This is an optimization exercise on Yosys and OpenROAD, whose aim is small area, a short achievable clock period and few clock cycles per item, not a production implementation. At most, simulation tests tie the RTL to the original design; equivalence was not proved.

## aes256_cbc
module aes256_cbc #(
  parameter [127:0] IV0 = 128'h0102030405060708090a0b0c0d0e0f10
) (
  input  wire         clk,
  input  wire         rst,         
  input  wire         in_valid,
  output wire         in_ready,
  input  wire [1:0]   in_op,
  input  wire         in_first,
  input  wire [127:0] in_data,
  input  wire [255:0] in_key,
  output wire         out_valid,
  input  wire         out_ready,
  output wire [127:0] out_data,
  output wire [1:0]   out_err
);
  localparam [1:0] OP_KEXP = 2'd0, OP_ENC = 2'd1, OP_DEC = 2'd2, OP_ILL = 2'd3;
  localparam [1:0] E_NONE = 2'd0, E_ILLEGAL = 2'd1, E_NOKEY = 2'd2;
  reg         busy;           
  reg [1:0]   err;            
  reg [3:0]   rnd;            
  reg         aesv;           
  reg         ovalid;
  reg [127:0] obuf;           
  reg [1:0]   oerr;
  reg [127:0] state;
  reg [127:0] chain;          
  reg [127:0] mask;           
  reg [255:0] k0;             
  reg [255:0] kn;             
  reg         kn_pending;     
  reg [255:0] w;              
  reg  enc, dec, kexp;        
  wire is_enc  = enc;
  wire is_dec  = dec;
  wire is_kexp = kexp;
  reg         parked;         
  wire at_end  = busy && !parked &&
                 (is_enc ? (rnd == 4'd14) : is_dec ? (rnd == 4'd0) : 1'b1);
  wire done    = at_end || (busy && parked);
  wire fin     = done && (!ovalid || out_ready);
  wire park    = at_end && !fin;
  assign in_ready  = !ovalid && (!busy || done) && !(in_op == OP_DEC && kn_pending);
  assign out_valid = ovalid;
  assign out_data  = obuf;
  assign out_err   = oerr;
  wire accept = in_valid && in_ready;
  ...
Size in the first run: about 12000 cells after synthesis, roughly 1300 flip-flops, roughly 520 I/O pins, roughly 110000 um2 of cells after synthesis.
export LEC_CHECK = 0
export CAP_MARGIN = 30
export CORE_MARGIN = 2
export CORE_UTILIZATION = 45
export PLACE_DENSITY = 0.6
export SETUP_SLACK_MARGIN = 4.5
export SLEW_MARGIN = 35
export SYNTH_HIERARCHICAL = 1
export SYNTH_MINIMUM_KEEP_SIZE = 0
create_clock -name core_clock -period 11.0 [get_ports {clk}]
run.sh (not shown) runs the stock make flow with config.mk's settings and CLKGATE_MAP_FILE= SYNTH_SCRIPT=/design/flow/synth_recipe.tcl, a recipe that flattens the netlist after the stock synthesis.
Rerun with:
--- a/flow/design.v
+++ b/flow/design.v
@@ -919,19 +919,32 @@
   wire         sel_f  = !load_w && !dec;
   wire [127:0] w_lo;
   generate
     for (g = 0; g < 128; g = g + 1) begin : g_wlo
       sb_ao21 u_w (.a(g >= 96 ? sel_f0 : sel_f), .b(f[g]), .c(w_lo_e[g]), .y(w_lo[g]));
     end
   endgenerate
   wire         acc_dec = accept && new_dec;
-  wire [127:0] q_l    = is_dec ? qd_l : qe_l;
-  wire [127:0] m_next = acc_dec ? (in_first ? IV0 : chain_now ? qe_l : chain) : q_l;
-  wire [127:0] o_next = !(is_enc || is_dec) ? 128'h0 : parked ? mask : q_l;
+  wire         m_qe   = (acc_dec && !in_first && chain_now) || (park && is_enc);
+  wire         m_qd   = park && is_dec;
+  wire [127:0] m_e    = (IV0 & {128{acc_dec && in_first}}) | (chain & {128{acc_dec && !in_first && !chain_now}});
+  wire [127:0] m_a, m_next;
+  wire         o_pk   = parked && (is_enc || is_dec);
+  wire         o_d    = !parked && is_dec;
+  wire         o_e    = !parked && is_enc;
+  wire [127:0] o_a, o_next;
+  generate
+    for (g = 0; g < 128; g = g + 1) begin : g_mo
+      sb_ao21 u_ma (.a(m_qe), .b(qe_l[g]), .c(m_e[g]), .y(m_a[g]));
+      sb_ao21 u_mb (.a(m_qd), .b(qd_l[g]), .c(m_a[g]), .y(m_next[g]));
+      sb_ao22 u_oa (.a(o_d), .b(qd_l[g]), .c(o_e), .d(qe_l[g]), .y(o_a[g]));
+      sb_ao21 u_ob (.a(o_pk), .b(mask[g]), .c(o_a[g]), .y(o_next[g]));
+    end
+  endgenerate
   always @(posedge clk) begin
     state <= st_next;
     w <= {load_w ? kstart[255:128] : rkey, w_lo};
     if (accept && in_op == OP_KEXP) k0 <= in_key;
     if (kn_pending && !is_dec && rnd == 4'd13) kn <= {f, rkey};
     if (acc_dec || park)            mask <= m_next;
   end
   always @(posedge clk) begin
Result: The new run ran to the end with no violations; sequential cell count does not change; global-route usage barely changes; maximum frequency grows by 1.7%; die area rose by 2.7%; synthesized area grows by 2.7%; wire length grows by 2.5%; clock-buffer cell count shrinks by 16.
No run of this note included a check of the RTL's function; only the layout flow was run.

* * *

Another version of the RTL of aes256_cbc (not shown whole).
For scale: roughly 1300 flip-flops, ~520 I/O pins, about 110000 sq um of cells after synthesis.
Settings: LEC_CHECK=0, CAP_MARGIN=30, CORE_MARGIN=2, CORE_UTILIZATION=45, CTS_BUF_LIST=sky130_fd_sc_hd__clkbuf_8, PLACE_DENSITY=0.6, SETUP_SLACK_MARGIN=4.5, SLEW_MARGIN=35, SYNTH_HIERARCHICAL=1, SYNTH_MINIMUM_KEEP_SIZE=0; clock period 11.0 ns.
standard.sh (not shown) runs the stock make flow with config.mk's settings and CLKGATE_MAP_FILE= SYNTH_SCRIPT=/design/flow/synth_recipe.tcl, a recipe that flattens the netlist after the stock synthesis.
==> flow/flow/run.sh <==
#!/bin/bash
# The standard layout (the standard.sh, ORFS synthesis to final), with one change: the port
# buffers that global placement inserts are the smallest buffer cell instead of ORFS's default
# pick (a 4-stage delay buffer). Every port still gets its buffer.
set -euo pipefail
bash standard.sh 'BUFFER_PORTS_ARGS=-buffer_cell sky130_fd_sc_hd__buf_1' finish > standard_flow.log 2>&1
Testbench counts at the start, summed over its fixed seeds: cycles 11,896, items 842.
Then changed:
--- a/flow/design.v
+++ b/flow/design.v
@@ -937,33 +937,37 @@
   wire park    = at_end && !fin;
   assign in_ready  = !ovalid && (!busy || done) && !(in_op == OP_DEC && kn_pending);
   assign out_valid = ovalid;
   assign out_data  = obuf;
   assign out_err   = oerr;
   wire accept = in_valid && in_ready;
+  wire last_e = is_enc && rnd == 4'd14;
+  wire [127:0] wa   = w[255:128];
+  wire [127:0] rkey = w[127:0];       
   wire [127:0] sb;
   wire [127:0] ka;
   genvar g;
   generate
     for (g = 0; g < 16; g = g + 1) begin : g_sbox
       localparam integer I = 15 - g;                        
       localparam integer J = I % 4 + 4 * ((I / 4 + I % 4) % 4);
-      aes_sbox_k u_sb (.a(state[8*g +: 8]), .k(ka[127 - 8*J -: 8] & {8{dec}}), .y(sb[8*g +: 8]));
+      localparam integer JE = I % 4 + 4 * ((I / 4 + 4 - I % 4) % 4);   
+      aes_sbox_k u_sb (.a(state[8*g +: 8]),
+                       .k((ka[127 - 8*J -: 8] & {8{dec}}) | (rkey[127 - 8*JE -: 8] & {8{last_e}})),
+                       .y(sb[8*g +: 8]));
     end
   endgenerate
   reg [127:0] sr, isr;
   integer r, c;
   always @(*) begin
     for (r = 0; r < 4; r = r + 1)
       for (c = 0; c < 4; c = c + 1) begin
         sr[127 - 8*(r + 4*c) -: 8]  = sb[127 - 8*(r + 4*((c + r) % 4)) -: 8];
         isr[127 - 8*(r + 4*c) -: 8] = sb[127 - 8*(r + 4*((c + 4 - r) % 4)) -: 8];
       end
   end
-  wire [127:0] wa   = w[255:128];
-  wire [127:0] rkey = w[127:0];       
   wire [127:0] q_enc;
   generate
     for (g = 0; g < 4; g = g + 1) begin : g_emix
       aes_enc_mix u_em (.x(sr[32*g +: 32]), .k(rkey[32*g +: 32]), .y(q_enc[32*g +: 32]));
     end
   endgenerate
@@ -978,17 +982,13 @@
   generate
     for (g = 0; g < 4; g = g + 1) begin : g_dmix
       aes_dec_mix u_dm (.x(xs[32*g +: 32]), .m(mask[32*g +: 32]), .y(q_dec[32*g +: 32]),
                         .p(qd_l[32*g +: 32]));
     end
   endgenerate
-  generate
-    for (g = 0; g < 128; g = g + 1) begin : g_laste
-      sb_xor u_qe (.a(sr[g]), .b(rkey[g]), .y(qe_l[g]));
-    end
-  endgenerate
+  assign qe_l = sr;
   wire [31:0] ks_sub;
   generate
     for (g = 0; g < 4; g = g + 1) begin : g_ksbox
       aes_sbox u_ksb (.a(rkey[8*g +: 8]), .y(ks_sub[8*g +: 8]));
     end
   endgenerate
@@ -1031,13 +1031,13 @@
   generate
     for (g = 0; g < 16; g = g + 1) begin : g_initd
       sb_ainv u_id (.x(kin[8*g +: 8]), .y(init_d[8*g +: 8]));
     end
   endgenerate
   wire         use_sr = chain_now && !in_first;
-  wire [127:0] qe     = kin ^ (in_first ? IV0 : chain_now ? rkey : chain);
+  wire [127:0] qe     = kin ^ (in_first ? IV0 : chain_now ? 128'h0 : chain);
   wire         s_d    = dec && !accept;
   wire         s_e    = !dec && !accept;
   wire         s_id   = accept && new_dec;
   wire         s_ie   = accept && !new_dec;
   wire [127:0] sr_use, init_e, st_a, st_b, st_next;
   generate
=>
- The changed run went through all stages and came out clean
- via count drops by 1.8%
- routed wire length shrinks by 3.2%
- final cell count came out lower by 1.1%
- non-clock buffer count drops by 4
- critical path depth rises by 1
- synthesized area decreases by 1.6%
- worst setup slack degrades by 110 ps
- design area is lower by 1.6%
- global-route usage is lower by 0.77 points
- die area came out lower by 1.6%
- core utilization came out lower by 0.10 points
- worst hold slack is worse by 7.5 ps
- clock-buffer cell count went down by 13
Testbench counts after the change, summed over its fixed seeds: cycles 11,896, items 842.

-- what the ideal ports hide --
In the flow no input, the clock included, has a driving cell. The finished layouts below were timed again as built, in two steps.
Step 1: set_driving_cell puts a clkbuf_16 on clk and a buf_2 on each other input, an assumption about the parent block.
Step 2 adds t to the input delays and takes it off the output delays; t is the mean of the earliest and latest rising clock arrival at the registers after step 1. Input paths then give back, and output paths get back, about the clock's delay inside the block.
Three values: no drivers, after step 1, after step 2; two values: the first two.
run	shift t [ns]	slack for setup (ns)	hold slack, ns	worst data-port slew with drivers (ns)	pins driven straight from the clock port
the first run of note 1	0.950	4.565 / 4.531 / 3.581	0.427 / 0.427 / 0.427	0.20	1
the second run of note 1	0.964	4.671 / 4.591 / 3.779	0.399 / 0.399 / 0.399	0.31	1
the first run of note 2	1.140	4.683 / 4.683 / 4.096	0.408 / 0.408 / 0.408	0.29	1
the second run of note 2	1.135	4.571 / 4.571 / 4.366	0.401 / 0.401 / 0.401	0.21	1
After both steps setup and hold are still met in every run listed. For the first run of note 1, which loses most, drivers alone change the setup slack by -0.034 ns; drivers and shift together by -0.984 ns.
